This is an optimization exercise on Yosys and OpenROAD, whose aim is small area, not a production implementation. The RTL was checked by simulation tests, not by an equivalence proof against the original design. Power is estimated from default activity; no workload was simulated.

$ cat flow/standard.sh
#!/bin/bash
# synth_recipe.tcl (not shown) runs the flow's synth.tcl, then flattens the netlist and writes it again
# the make line also repeats each setting of config.mk as NAME=value (left out here)
make -C /OpenROAD-flow-scripts/flow DESIGN_CONFIG=/design/flow/config.mk WORK_HOME=/design/flow/orfs CLKGATE_MAP_FILE= SYNTH_SCRIPT=/design/flow/synth_recipe.tcl "${@:-finish}"
$ cat flow/constraint.sdc
create_clock -name core_clock -period 50.0 [get_ports {clk}]
set_input_delay 10.0000 -clock core_clock [delete_from_list [all_inputs] [get_ports {clk}]]
set_output_delay 10.0000 -clock core_clock [all_outputs]
set_load 0.01 [all_outputs]
$ cat flow/config.mk
export PLATFORM = sky130hd
export DESIGN_NAME = stack_core
export DESIGN_NICKNAME = stack_core
export VERILOG_FILES = /design/flow/design.v
export SDC_FILE = /design/flow/constraint.sdc
export NUM_CORES = 4
export LEC_CHECK = 0
export CAP_MARGIN = 20
export CORE_MARGIN = 2
export CORE_UTILIZATION = 40
export SLEW_MARGIN = 20
$ cat flow/flow/run.sh
#!/bin/bash
# The standard layout, with area settings of ORFS for the steps after synthesis:
#  - remove the buffers ABC put into the synthesized netlist (REMOVE_ABC_BUFFERS);
#    repair_design re-buffers any net that needs it for slew or capacitance,
#    aiming at the library limits themselves (no extra margin),
#  - buffer every input and output port with buf_1 rather than the resizer's pick,
#  - build the clock tree from clkbuf_8 without dummy loads.
# Synthesis is the standard synthesis, unchanged.
set -euo pipefail
bash standard.sh synth > synth.log 2>&1
bash standard.sh REMOVE_ABC_BUFFERS=1 CAP_MARGIN=0 SLEW_MARGIN=0 \
  "BUFFER_PORTS_ARGS=-buffer_cell sky130_fd_sc_hd__buf_1" \
  "CTS_ARGS=-sink_clustering_enable -repair_clock_nets -dont_use_dummy_load -buf_list sky130_fd_sc_hd__clkbuf_8" \
  finish > layout.log 2>&1
$ cat flow/design.v
module stack_core (
    input  wire        clk,
    input  wire        rst,           
    output wire        mem_req,
    output wire        mem_we,
    output wire [15:0] mem_addr,
    output wire [15:0] mem_wdata,
    input  wire [15:0] mem_rdata,
    input  wire        mem_ready,
    output wire        out_valid,
    output wire [15:0] out_data,
    output wire        halted,
    output wire        faulted,
    output wire [2:0]  fault_kind,
    output wire [16:0] fault_pc,
    output reg  [16:0] pc,
    output reg  [16:0] sp,
    output reg  [15:0] fp,
    output reg  [31:0] reads,
    output reg  [31:0] writes
);
    reg [3:0]  ir;       
    reg [3:0]  ph;       
    reg [15:0] T;
    reg [16:0] F;
    reg [3:0]  cnt;
    reg        qs;
    wire [7:0] iph = {ir, ph};
    wire       ph0 = (ph == 4'd0);
    wire [2:0] fa, fb, fmode, fd;
    wire [1:0] fmem, fadr;
    wire       frc, fk2, fdz, fsx, fcntclr, fcntinc, fqsld, fqsx, foutv, firld;
    wire [3:0] nt, nf;
    wire ccnt, cmz, cf16, endT1;
    assign fa[0] = (ph[1] & ~ph[2] & ~ir[0] & ir[1] & ir[2]) | (ph[0] & ~ph[1] & ph[2] & ~ir[0] & ~ir[3]) | (~ph[0] & ~ph[2] & ~ph[3] & ir[1] & ir[2]) | (~ph[0] & ~ph[1] & ir[0] & ir[1] & ~ir[3]) | (ph[0] & ph[1] & ph[2] & ir[0] & ir[1]) | (~ph[0] & ~ph[1] & ~ph[2] & ~ph[3]) | (~ph[0] & ph[1] & ir[2] & ir[3]) | (ph[0] & ph[2] & ~ir[2]) | (ph[2] & ~ir[0] & ~ir[1] & ir[2] & ~ir[3]) | (~ph[0] & ~ph[2] & ~ir[1] & ~ir[2] & ~ir[3]);
    assign fa[1] = (~ph[0] & ph[1] & ~ir[1] & ir[2] & ~ir[3]) | (~ph[0] & ph[1] & ir[1] & ~ir[2]) | (ph[0] & ph[1] & ~ir[0] & ir[1] & ir[3]) | (ph[1] & ph[2] & ir[1]) | (~ph[0] & ph[2] & ~ph[3] & ir[0]) | (ph[0] & ph[2] & ~ir[0]) | (ph[3] & ~ir[1]) | (~ph[0] & ph[2] & ~ir[2]) | (~ph[0] & ph[1] & ~ir[2] & ir[3]) | (ph[2] & ~ir[0] & ~ir[1] & ir[3]) | (ph[2] & ~ir[0] & ir[1] & ~ir[3]);
    assign fa[2] = (ph[0] & ph[1] & ir[1] & ~ir[2]) | (ph[2] & ~ir[0] & ~ir[1] & ir[2] & ~ir[3]) | (~ph[0] & ph[1] & ph[2] & ~ir[1]);
    assign fb[0] = (ph[0] & ~ph[2] & ~ph[3] & ir[0]) | (ph[0] & ~ph[1] & ~ph[2]) | (~ph[0] & ph[2] & ~ir[0] & ir[1] & ir[3]) | (ph[0] & ~ph[1] & ir[0] & ir[1]) | (~ph[0] & ph[1] & ph[2] & ~ir[1]) | (ph[0] & ~ph[2] & ~ir[2]) | (~ph[1] & ph[2] & ph[3]);
    assign fb[1] = (ph[0] & ph[1] & ~ir[0] & ir[3]) | (ph[0] & ph[1] & ph[2] & ir[0]) | (~ph[0] & ~ph[1] & ph[3] & ir[1]) | (ph[0] & ph[2] & ~ir[0] & ~ir[2]) | (~ph[0] & ~ph[2] & ph[3] & ir[1]);
    assign fb[2] = (ph[2] & ~ir[0] & ~ir[1] & ir[2] & ~ir[3]);
    assign fmode[0] = (~ph[0] & ~ir[2]) | (~ph[0] & ir[0] & ~ir[1]) | (ph[0] & ph[2] & ir[3]) | (~ph[0] & ~ph[2] & ~ph[3]) | (~ph[0] & ph[1] & ph[2]) | (~ph[0] & ph[2] & ph[3]) | (~ph[0] & ir[0] & ir[3]) | (ph[2] & ~ir[1] & ir[3]) | (~ph[2] & ph[3] & ~ir[1]) | (ph[1] & ph[2] & ~ph[3] & ~ir[1]) | (~ph[0] & ph[2] & ~ir[0] & ir[1] & ~ir[3]);
    assign fmode[1] = (~ph[0] & ph[2] & ~ir[0] & ir[1] & ~ir[3]) | (ph[2] & ~ir[1] & ir[2] & ir[3]) | (ph[0] & ph[2] & ir[2] & ir[3]) | (~ph[0] & ~ph[1] & ph[2] & ph[3]) | (ph[0] & ~ph[1] & ~ph[2] & ir[0] & ~ir[2]) | (ph[0] & ph[1] & ph[2] & ~ph[3] & ~ir[1]) | (~ph[0] & ~ph[1] & ph[2] & ir[0] & ~ir[1] & ir[2]);
    assign fmode[2] = (ph[1] & ph[2] & ~ph[3] & ~ir[1]) | (ph[0] & ~ph[2] & ~ph[3] & ir[0] & ~ir[1] & ~ir[3]);
    assign fd[0] = (~ph[0] & ~ph[1] & ~ph[2] & ~ph[3]) | (~ph[1] & ~ph[2] & ir[2] & ir[3]) | (ph[0] & ph[1] & ~ph[2] & ~ph[3] & ir[0] & ~ir[1] & ~ir[3]) | (~ph[0] & ~ph[2] & ~ph[3] & ir[1] & ir[2]) | (~ph[1] & ph[2] & ph[3] & ir[1]) | (~ph[1] & ~ph[2] & ~ir[0] & ir[2]) | (ph[0] & ~ph[1] & ~ir[0] & ~ir[1] & ~ir[2]) | (ph[0] & ~ph[1] & ir[0] & ir[1] & ir[2] & ~ir[3]) | (~ph[0] & ~ph[2] & ir[2] & ir[3]) | (ph[0] & ph[1] & ph[2] & ir[1] & ir[2]) | (ph[0] & ph[2] & ~ph[3] & ~ir[2]) | (ph[0] & ph[1] & ~ir[2] & ir[3]) | (~ph[0] & ~ph[2] & ~ir[1] & ~ir[2] & ~ir[3]) | (~ph[2] & ~ir[0] & ir[1] & ir[2] & ir[3]);
    assign fd[1] = (~ph[0] & ph[1] & ~ir[1] & ir[2] & ~ir[3]) | (~ph[0] & ph[1] & ir[1] & ~ir[2]) | (~ph[0] & ~ph[2] & ph[3] & ~ir[1]) | (ph[0] & ph[2] & ~ir[0] & ir[1] & ir[3]) | (~ph[0] & ph[1] & ph[3]) | (~ph[0] & ph[2] & ~ph[3] & ir[2] & ~ir[3]) | (~ph[0] & ~ph[1] & ph[2] & ~ph[3] & ~ir[1]) | (~ph[0] & ph[1] & ~ir[2] & ir[3]) | (ph[1] & ~ph[2] & ph[3] & ~ir[1]) | (~ph[0] & ph[2] & ir[0] & ir[3]) | (ph[0] & ph[1] & ph[2] & ~ph[3] & ~ir[0]) | (ph[0] & ~ph[1] & ph[2] & ~ph[3] & ir[0] & ir[1] & ~ir[3]);
    assign fd[2] = (~ph[0] & ph[2] & ~ir[0] & ~ir[1] & ir[2] & ~ir[3]) | (ph[0] & ~ph[2] & ir[2] & ir[3]) | (~ph[0] & ~ph[1] & ph[2] & ~ir[0] & ir[1] & ir[3]) | (ph[0] & ~ph[1] & ~ir[0] & ir[1] & ~ir[3]) | (ph[0] & ~ph[2] & ~ph[3] & ir[1]) | (~ph[0] & ~ph[1] & ph[2] & ph[3] & ir[1]) | (ph[0] & ~ph[2] & ~ir[0] & ~ir[3]) | (ph[0] & ph[1] & ~ph[3] & ir[0] & ir[2]) | (ph[0] & ~ph[3] & ~ir[2] & ~ir[3]) | (~ph[0] & ph[1] & ph[2] & ~ir[1] & ir[2]) | (ph[0] & ph[2] & ~ph[3] & ir[0] & ~ir[1] & ~ir[3]);
    assign fmem[0] = (~ph[1] & ~ph[2] & ~ph[3]) | (~ph[0] & ~ph[1] & ~ir[0] & ir[1] & ir[3]) | (ph[0] & ~ph[1] & ir[0] & ir[1] & ~ir[3]) | (ph[0] & ~ph[2] & ~ph[3] & ~ir[3]) | (ph[0] & ~ph[2] & ~ph[3] & ir[0]) | (~ph[0] & ph[1] & ph[2] & ~ir[1] & ir[2]) | (ph[0] & ph[1] & ~ph[2] & ~ir[1] & ~ir[3]) | (~ph[0] & ph[2] & ~ir[0] & ~ir[1] & ir[2] & ~ir[3]);
    assign fmem[1] = (ph[1] & ph[2] & ir[3]) | (ph[0] & ~ph[1] & ph[3] & ~ir[1]) | (ph[0] & ph[2] & ~ph[3] & ~ir[0] & ir[2] & ~ir[3]) | (ph[2] & ~ph[3] & ir[1] & ~ir[2]) | (ph[0] & ph[2] & ir[0] & ir[2] & ir[3]) | (~ph[0] & ph[1] & ph[2] & ~ir[2]) | (ph[0] & ph[2] & ~ir[0] & ~ir[1] & ir[3]) | (ph[0] & ph[1] & ph[3] & ir[1] & ir[2]);
    assign fadr[0] = (ph[0] & ~ir[1] & ir[2] & ~ir[3]) | (ph[0] & ~ph[1] & ir[0] & ~ir[2]) | (ph[0] & ir[1] & ~ir[2]) | (~ph[1] & ph[3]) | (~ph[1] & ph[2] & ~ir[3]) | (ph[2] & ~ir[1] & ir[2]) | (ph[1] & ph[2] & ir[1]) | (ph[1] & ~ph[3] & ir[0] & ir[1]) | (ph[1] & ~ph[2] & ~ir[2] & ~ir[3]);
    assign fadr[1] = (ph[1] & ~ir[1] & ir[2] & ir[3]) | (ph[1] & ph[3] & ir[1]) | (~ph[1] & ph[2] & ir[1] & ir[3]) | (~ph[0] & ph[1] & ~ir[2]);
    assign frc = (~ph[1] & ~ph[2] & ~ph[3]) | (~ph[0] & ~ph[1] & ~ir[0] & ir[1] & ir[3]) | (ph[0] & ~ph[2] & ~ph[3] & ir[0]) | (ph[0] & ~ph[1] & ir[0] & ir[1] & ~ir[3]) | (ph[0] & ph[1] & ~ph[2] & ~ir[1] & ~ir[3]) | (ph[0] & ~ph[2] & ~ir[2]);
    assign fk2 = (ph[2] & ir[3]) | (ph[1] & ir[1] & ir[2]) | (ph[1] & ir[2] & ir[3]) | (ph[3] & ir[1]) | (ph[1] & ~ir[0] & ~ir[1] & ~ir[2]) | (ph[2] & ~ir[0] & ir[1]);
    assign fdz = (~ph[0] & ph[2] & ph[3] & ~ir[1]);
    assign fsx = (ph[1] & ph[2] & ir[1]) | (~ph[0] & ~ir[1]) | (ph[2] & ~ir[2]) | (ph[1] & ~ir[0] & ir[1] & ir[3]);
    assign fcntclr = (ph[0] & ph[1] & ~ir[0]) | (ph[0] & ~ph[1] & ph[2] & ir[0]);
    assign fcntinc = (~ph[0] & ph[1] & ph[2]) | (~ph[0] & ph[2] & ~ir[0]);
    assign fqsld = (ph[0] & ~ph[2] & ~ph[3] & ir[0]);
    assign fqsx = (ph[0] & ph[1] & ~ph[2] & ~ph[3] & ir[0]);
    assign foutv = (ph[1] & ~ir[0] & ~ir[2] & ir[3]);
    assign firld = 1'b0;
    assign ccnt = (~ph[0] & ph[1] & ph[2] & ir[0] & ~ir[1]) | (~ph[0] & ph[2] & ~ir[0] & ~ir[1] & ir[2] & ~ir[3]);
    assign cmz = (~ph[1] & ~ph[2] & ~ph[3] & ir[0] & ~ir[1] & ~ir[3]) | (~ph[1] & ~ph[2] & ir[0] & ~ir[1] & ~ir[2]);
    assign cf16 = (~ph[0] & ~ph[1] & ~ph[2] & ir[0] & ir[1]);
    assign nt[0] = (ph[2]);
    assign nf[0] = (~ph[0] & ~ph[1] & ~ir[1] & ~ir[2]) | (~ph[0] & ~ph[2] & ir[0]) | (~ph[0] & ~ph[1] & ph[2] & ir[1] & ir[2]) | (~ph[0] & ph[1] & ir[1] & ~ir[3]) | (~ph[0] & ~ph[2] & ~ir[1]) | (~ph[0] & ~ir[1] & ir[3]) | (~ph[0] & ~ph[2] & ~ph[3] & ir[2]) | (~ph[0] & ~ph[1] & ~ph[3] & ir[0] & ~ir[1]);
    assign nt[1] = (~ph[3] & ir[0]);
    assign nf[1] = (~ph[0] & ph[1] & ir[0]) | (ph[0] & ~ph[1] & ~ph[2] & ir[1]) | (~ph[0] & ~ph[2] & ~ph[3] & ir[2]) | (~ph[1] & ~ph[2] & ~ph[3] & ir[2]) | (ph[0] & ~ph[1] & ir[1] & ~ir[3]) | (~ph[0] & ph[1] & ir[1] & ~ir[3]) | (ph[0] & ~ph[1] & ~ir[2] & ~ir[3]) | (~ph[0] & ~ph[2] & ~ph[3] & ~ir[1]) | (ph[0] & ~ph[1] & ~ir[0] & ir[1]) | (ph[0] & ~ph[1] & ph[2] & ir[0] & ~ir[3]);
    assign nt[2] = (~ph[0]);
    assign nf[2] = (~ph[0] & ~ph[1] & ph[2] & ir[2]) | (ph[0] & ph[1] & ~ph[2] & ~ph[3] & ir[2]) | (ph[0] & ph[1] & ~ir[2] & ~ir[3]) | (~ph[0] & ph[2] & ir[2] & ~ir[3]) | (~ph[1] & ph[2] & ir[1] & ir[2] & ~ir[3]) | (~ph[0] & ~ph[1] & ph[2] & ~ir[1]) | (ph[0] & ph[1] & ph[3] & ~ir[1]) | (ph[0] & ph[2] & ~ir[2] & ~ir[3]) | (~ph[1] & ph[2] & ir[0] & ir[2] & ~ir[3]) | (~ph[1] & ph[2] & ~ir[0] & ir[1] & ir[3]) | (~ph[1] & ~ph[2] & ir[0] & ~ir[1] & ~ir[2]);
    assign nt[3] = (~ph[2] & ir[2]);
    assign nf[3] = (ph[0] & ph[1] & ph[2]) | (ph[1] & ph[3] & ~ir[1]) | (~ph[0] & ph[3] & ir[0]) | (ph[0] & ~ph[1] & ph[3] & ir[1]);
    assign endT1 = (~ph[0] & ph[1] & ph[2] & ph[3]);
    wire mzero = (mem_rdata == 16'd0);
    wire ms    = mem_rdata[15];
    wire cnt15 = (cnt == 4'd15);
    wire memop = (fmem != 2'd0);
    wire rd    = (fmem == 2'd1);
    wire chkPC = rd & (fadr == 2'd0);
    wire chkSP = rd & (fadr == 2'd1);
    wire chkF  = memop & (fadr == 2'd2);
    wire chkZ  = (fd == 3'd2) & (fmode == 3'd3);
    wire fault = (chkPC & pc[16]) | (chkSP & sp[16]) | (chkF & F[16]) | (chkZ & (sp == 17'd0)) | fdz;
    wire [2:0] fkind = chkSP ? 3'd3 : chkZ ? 3'd4 : fdz ? 3'd2 : 3'd1;
    wire stall = memop & ~mem_ready & ~fault;
    wire go    = ~stall & ~fault;
    wire [2:0] ea = fault ? 3'd1 : fa;
    wire [2:0] eb = fault ? (fk2 ? 3'd3 : 3'd0) : fb;
    wire [2:0] em = fault ? (ph0 ? 3'd0 : 3'd3) : fmode;
    wire lsb = (ea == 3'd6) & F[15];
    wire [16:0] A = ({17{ea == 3'd1}} & pc) | ({17{ea == 3'd2}} & sp) | ({17{ea == 3'd3}} & {1'b0, fp})
                  | ({17{ea == 3'd4}} & {1'b0, T}) | ({17{ea == 3'd5 || ea == 3'd6}} & {T, lsb});
    wire gate = (eb == 3'd1) | ((eb == 3'd4) & F[15]);
    wire [16:0] B0 = ({17{gate}} & {fsx & mem_rdata[15], mem_rdata})
                   | ({17{eb == 3'd2}} & {fsx & F[15], F[15:0]})
                   | {16'd0, eb == 3'd3};
    reg inv, cin;
    always @(*) begin
        case (em)
            3'd1: begin inv = 1'b0; cin = 1'b1; end
            3'd2: begin inv = 1'b1; cin = 1'b1; end
            3'd3: begin inv = 1'b1; cin = 1'b0; end
            3'd4: begin inv = ms;   cin = ms;   end
            3'd5: begin inv = ~(ms ^ T[15]); cin = ~(ms ^ T[15]); end    
            3'd7: begin inv = qs;   cin = qs;   end
            default: begin inv = 1'b0; cin = 1'b0; end
        endcase
    end
    wire [16:0] B = B0 ^ {17{inv}};
    wire [16:0] Y;
    wire [17:0] cy;
    assign cy[0] = cin;
    genvar gi;
    generate
        for (gi = 0; gi < 17; gi = gi + 1) begin : add
            assign Y[gi]      = A[gi] ^ B[gi] ^ cy[gi];
            assign cy[gi + 1] = (A[gi] & B[gi]) | (cy[gi] & (A[gi] ^ B[gi]));
        end
    endgenerate
    wire pcLd = go & (fd == 3'd1);
    wire spLd = go & (fd == 3'd2);
    wire fpLd = go & (fd == 3'd3);
    wire tLd  = go & (fd == 3'd4 || fd == 3'd6);
    wire fLd  = fault | (go & (fd == 3'd5 || fd == 3'd6));
    wire fSh  = ~fault & (fd == 3'd6);
    wire rdI  = go & frc;
    wire wrI  = go & (fmem == 2'd2);
    assign mem_req   = memop & ~fault;
    assign mem_we    = fmem[1];
    assign mem_addr  = (fadr == 2'd0) ? pc[15:0] : (fadr == 2'd1) ? sp[15:0] : F[15:0];
    assign mem_wdata = T;
    assign out_valid = foutv;
    assign out_data  = T;
    assign fault_pc  = F;
    reg [3:0] nph;
    always @(*) begin
        nph = ((ccnt & cnt15) | (cmz & mzero) | (cf16 & F[16])) ? nt : nf;
        if (ph == 4'd15) nph = 4'd15;    
        if (ph0) begin
            case (mem_rdata)
                16'd2, 16'd3, 16'd4, 16'd5, 16'd6, 16'd7, 16'd8, 16'd9, 16'd10, 16'd12, 16'd13, 16'd14, 16'd15, 16'd16: nph = 4'd1;
                16'd0: nph = 4'd15;
                default: nph = 4'd0;
            endcase
        end
    end
    wire [3:0] irn = mem_rdata[3:0];
    assign fault_kind = ir[2:0];
    assign halted  = (ph == 4'd15) & (ir[2:0] == 3'd0);
    assign faulted = (ph == 4'd15) & (ir[2:0] != 3'd0);
    wire [31:0] rdT, wrT;
    assign rdT[0] = rdI;
    assign wrT[0] = wrI;
    generate
        for (gi = 1; gi < 32; gi = gi + 1) begin : cnt_inc
            assign rdT[gi] = rdT[gi - 1] & reads[gi - 1];
            assign wrT[gi] = wrT[gi - 1] & writes[gi - 1];
        end
    endgenerate
    always @(posedge clk or posedge rst) begin
        if (rst) begin
            ph     <= 4'd0;
            pc     <= 17'd0;
            sp     <= 17'h10000;
            fp     <= 16'd0;
            reads  <= 32'd0;
            writes <= 32'd0;
        end else begin
            if (!fault && !stall) ph <= endT1 ? 4'd15 : nph;
            else if (fault) ph <= 4'd15;
            if (pcLd) pc <= Y;
            if (spLd) sp <= Y;
            if (fpLd) fp <= Y[15:0];
            reads  <= reads ^ rdT;
            writes <= writes ^ wrT;
        end
    end
    always @(posedge clk) begin
        if (fault) ir <= {1'b0, fkind};
        else if (!stall) begin
            if (endT1) ir <= 4'd1;
            else if (ph0) ir <= irn;
        end
    end
    always @(posedge clk) begin
        if (tLd) T <= Y[15:0];
        if (fLd) F <= fSh ? {F[15:0], (fmode == 3'd5) & ~Y[16]} : Y;
        if (fcntclr) cnt <= 4'd0;
        else if (fcntinc & go) cnt <= cnt + 4'd1;
        if (fqsld & go) qs <= fqsx ? (qs ^ ms) : ms;
    end
endmodule
==> notes.md <==
-- worst paths after layout --
check | startpoint | end | slack (ns)
setup / recovery | mem_rdata[15] | F[16] | 31.83
hold / removal | reads[31] | reads[31] | 0.46
setup reg to reg | ph[3] | F[16] | 38.47
hold reg to reg | reads[31] | reads[31] | 0.46
max in group asynchronous | rst | sp[1] | 38.97
min in group asynchronous | rst | writes[26] | 9.57
-- registers in the layout (all words and copies together) (netlist names) --
register / count
ph: 4
pc: 17
cnt: 4
reads: 32
qs: 1
F: 17
fp: 16
T: 16
sp: 17
writes: 32
ir: 4
-- synth_stat cells (4+ instances only) --
| library cell | count |
|---|---|
| nand3_1 | 16 |
| buf_2 | 21 |
| nor3_1 | 24 |
| o21ai_1 | 19 |
| nor2_1 | 109 |
| o22ai_1 | 12 |
| or2_2 | 6 |
| nor4_1 | 8 |
| a21oi_1 | 105 |
| buf_6 | 5 |
| buf_4 | 27 |
| ha_1 | 63 |
| nand3b_1 | 9 |
| clkbuf_1 | 33 |
| dfxtp_1 | 5 |
| nor2b_1 | 4 |
| or3_1 | 5 |
| mux2i_1 | 20 |
| fa_1 | 16 |
| a222oi_1 | 16 |
| inv_1 | 25 |
| buf_1 | 6 |
| nand2b_1 | 18 |
| or4_1 | 4 |
| and3_1 | 7 |
| nand4_1 | 4 |
| o32ai_1 | 5 |
| xor2_1 | 7 |
| a221oi_1 | 4 |
| o21ai_0 | 26 |
| edfxtp_1 | 37 |
| a22oi_1 | 17 |
| a31oi_1 | 7 |
| dfrtp_1 | 117 |
| xnor2_1 | 19 |
| nand2_1 | 82 |
-- final cells by class --
type                       instances  area [um^2]  share of cell area (%)
tap                              319          399                    3.72
timing repair buffer             228          942                    8.77
inverter                          29          111                    1.04
clock buffer                      17          234                    2.18
multi-input combinational        703         4890                    45.5
sequential                       160         4170                    38.8
-- power groups by stage --
stage	Clock, mW	Combinational (mW)	Sequential [mW]
final	0.0711	0.00826	0.136
after floorplan	0	0.00331	0.140
after detailed placement	0	0.00849	0.139
after global routing	0.0790	0.00944	0.137
after global placement	0	0.00822	0.139
after CTS	0.0739	0.00850	0.136
-- logic make-up after synthesis --
family,count (synthesis)
xor+xnor,27
fa+ha+maj,79
mux,27
flops,160
simple gates,317
compound gates,253
buf+inv,121
-- metal layers --
metal / global-route usage (%) / up-vias / wire length, um
met5: 0 / - / 0
met4: 7.40 / 0 / 701
met3: 4.79 / 49 / 2390
met2: 37.5 / 402 / 14000
met1: 31.2 / 4051 / 12500
li1: - / 3836 / -
-- worst max-delay path: stages --
cell,delay (ns)
buf_1,0.31
xor2_1,0.24
o221a_2,0.63
xnor2_1,0.19
fa_1,0.44
fa_1,0.40
fa_1,0.40
fa_1,0.39
fa_1,0.39
fa_1,0.38
fa_1,0.39
fa_1,0.40
fa_1,0.40
fa_1,0.40
fa_1,0.40
fa_1,0.40
fa_1,0.40
fa_1,0.40
fa_1,0.39
inv_1,0.10
fa_1,0.17
xnor3_1,0.45
mux2_4,0.28
==> impl_metrics.yaml <==
outcome:
  status: "timing/DRC/antenna clean"
worst_setup_path:
  path_max_fanout: 17
  r2r_cells: 29
  start_kind: "input pin"
  worstPathRequired_ns: 50.20
  critPathArrivalTime_ns: 18.37
  critical_path.endpoint_type: "flop"
  criticalPathCategory: "in -> reg"
sta:
  hold_slack_ns: 0.460
  finalHoldViolCount: 0
  setup_viol: 0
  rsz0062_at_grt: "false"
  max_freq_mhz: 55.0
  setup_tns_ns: 0
  layout_setup_ws_ns: 31.83
  final_max_slew_viol_count: 0
  fin_skew_ns: 0.0462
  worstMarginPinSlew_ns: 1.09
  maxSlewHeadroom_pct: 27.5
  layout_min_cycle_time_ns: 18.17
  fin_crit_sh_pct: 36.3
logic_synthesis:
  ys_warn_count: 1
  synthSimpleGateAreaFrac_pct: 16.1
  synth-adder-area-share_pct: 11.5
  netlist_area_um2: 9630
  syn_inst: 984
  synth.avg_cell_area_um2: 9.79
  synth_ff_type: "dfrtp_1"
  synth_top_family_by_area: "compound AO/OA/AOI/OAI gates"
  muxShareOfSynthArea_pct: 3.01
  synth_compound_area_share_pct: 17.1
  synth_edf_count: 37
  synth.top_cell.area_share_pct: 30.4
  synth_xor_area_share_pct: 2.60
  ys_types: 85
  synth_seq_cells: 160
  async_flop_share_pct: 73.8
  yosysSeqAreaShare_pct: 43.2
  synthTopCellsByArea: "dfrtp_1 30%, edfxtp_1 12%, ha_1 8.2%"
  synth_top_area_cell: "dfrtp_1"
global_route:
  grt_use_total_pct: 23.2
  grt_pass1_vias: 7979
  antenna_found_initial: 0
  overflow: 0
  grt_max_degree: 78
  grt_pass1_wl_um: 46300
final_layout:
  stdcell_area_um2: 10700
  nNetsFinal: 1237
  synthToLayoutAreaGrowth_pct: 11.5
  fin_util_pct: 45.6
  drive_gt1_share_pct: 6.51
  layout_common_cells: "205 x buf_1, 117 x dfrtp_1, 107 x nor2_1"
  instances_no_fill: 1456
  layout_commonest_cell: "buf_1"
  antenna_cells: 0
  fillers: 2367
pwr:
  p_per_area_nw_per_um2: 20.1
  power_switching_mw: 0.0484
  total_power_mw: 0.216
  power_leakage_nw: 4.78
  power_frac_clock_pct: 32.9
  swShare_pct: 22.4
  p_int_mw: 0.167
  vdd_ir_drop_max_uv: 14.5
  p_seq_share_pct: 63.2
  p_comb_share_pct: 3.8
placed_design:
  gp_congestion: 0.922
  io_buffer_count: 205
  place_area_um2: 10500
  hpwlAfterDp_um: 20700
  post-place-cells: 1439
  place_ws_ns: 31.45
cts:
  cts_resized: 0
  clockRootBuffer: "clkbuf_8"
  clk_pin_slew_ns: 0.08
  htree_levels: 4
  cts_buffers: 17
  cts_sinks: 160
  tritoncts: "yes"
  cts_setup_buffers: 0
  clk_latency_ns: 0.46
  clock_path_buffers: 2
  hold_buffers: 0
floorplanning:
  rows: 56
  fp.coreArea_um2: 23500
  die_y_um: 159
  die_x_um: 159
  die_area_um2: 25300
  initial_core_util_pct: 40.9
  ioPinCount: 206
drt:
  drc: 0
  wl_um: 29600
  firstDrtPassIters: 5
  drt_iter0_markers: 992
  vias_per_cell: 5.73
  post_drt_wl_per_cell_um: 20.3
  num_vias: 8338
  postRouteAntennaNets: 0
hold_path:
  min_path_cells: 1
  hold_class: "reg -> reg"
run:
  maxCapViolCount: 0

[afterwards: timing with drivers on the ports]
How much do the figures lean on ideal ports? The routed layout below was timed once more, with nothing changed but the port constraints.
Step 1, drivers: a clkbuf_16 drives clk and a buf_2 each remaining input, both assumed.
Step 2, shift: input delay + t, output delay - t, t = (earliest + latest rising clock arrival at the registers) / 2. This alone moves slack from input paths to output paths.
Three values: no drivers, after step 1, after step 2; two values: the first two.
t, ns: 0.482
setup WS [ns]: 31.828 / 31.837 / 31.355
worst hold slack (ns): 0.460 / 0.460 / 0.460
After both steps this run still meets setup and hold. The setup slack of this run moves by +0.009 ns with the drivers and by -0.473 ns with both steps.
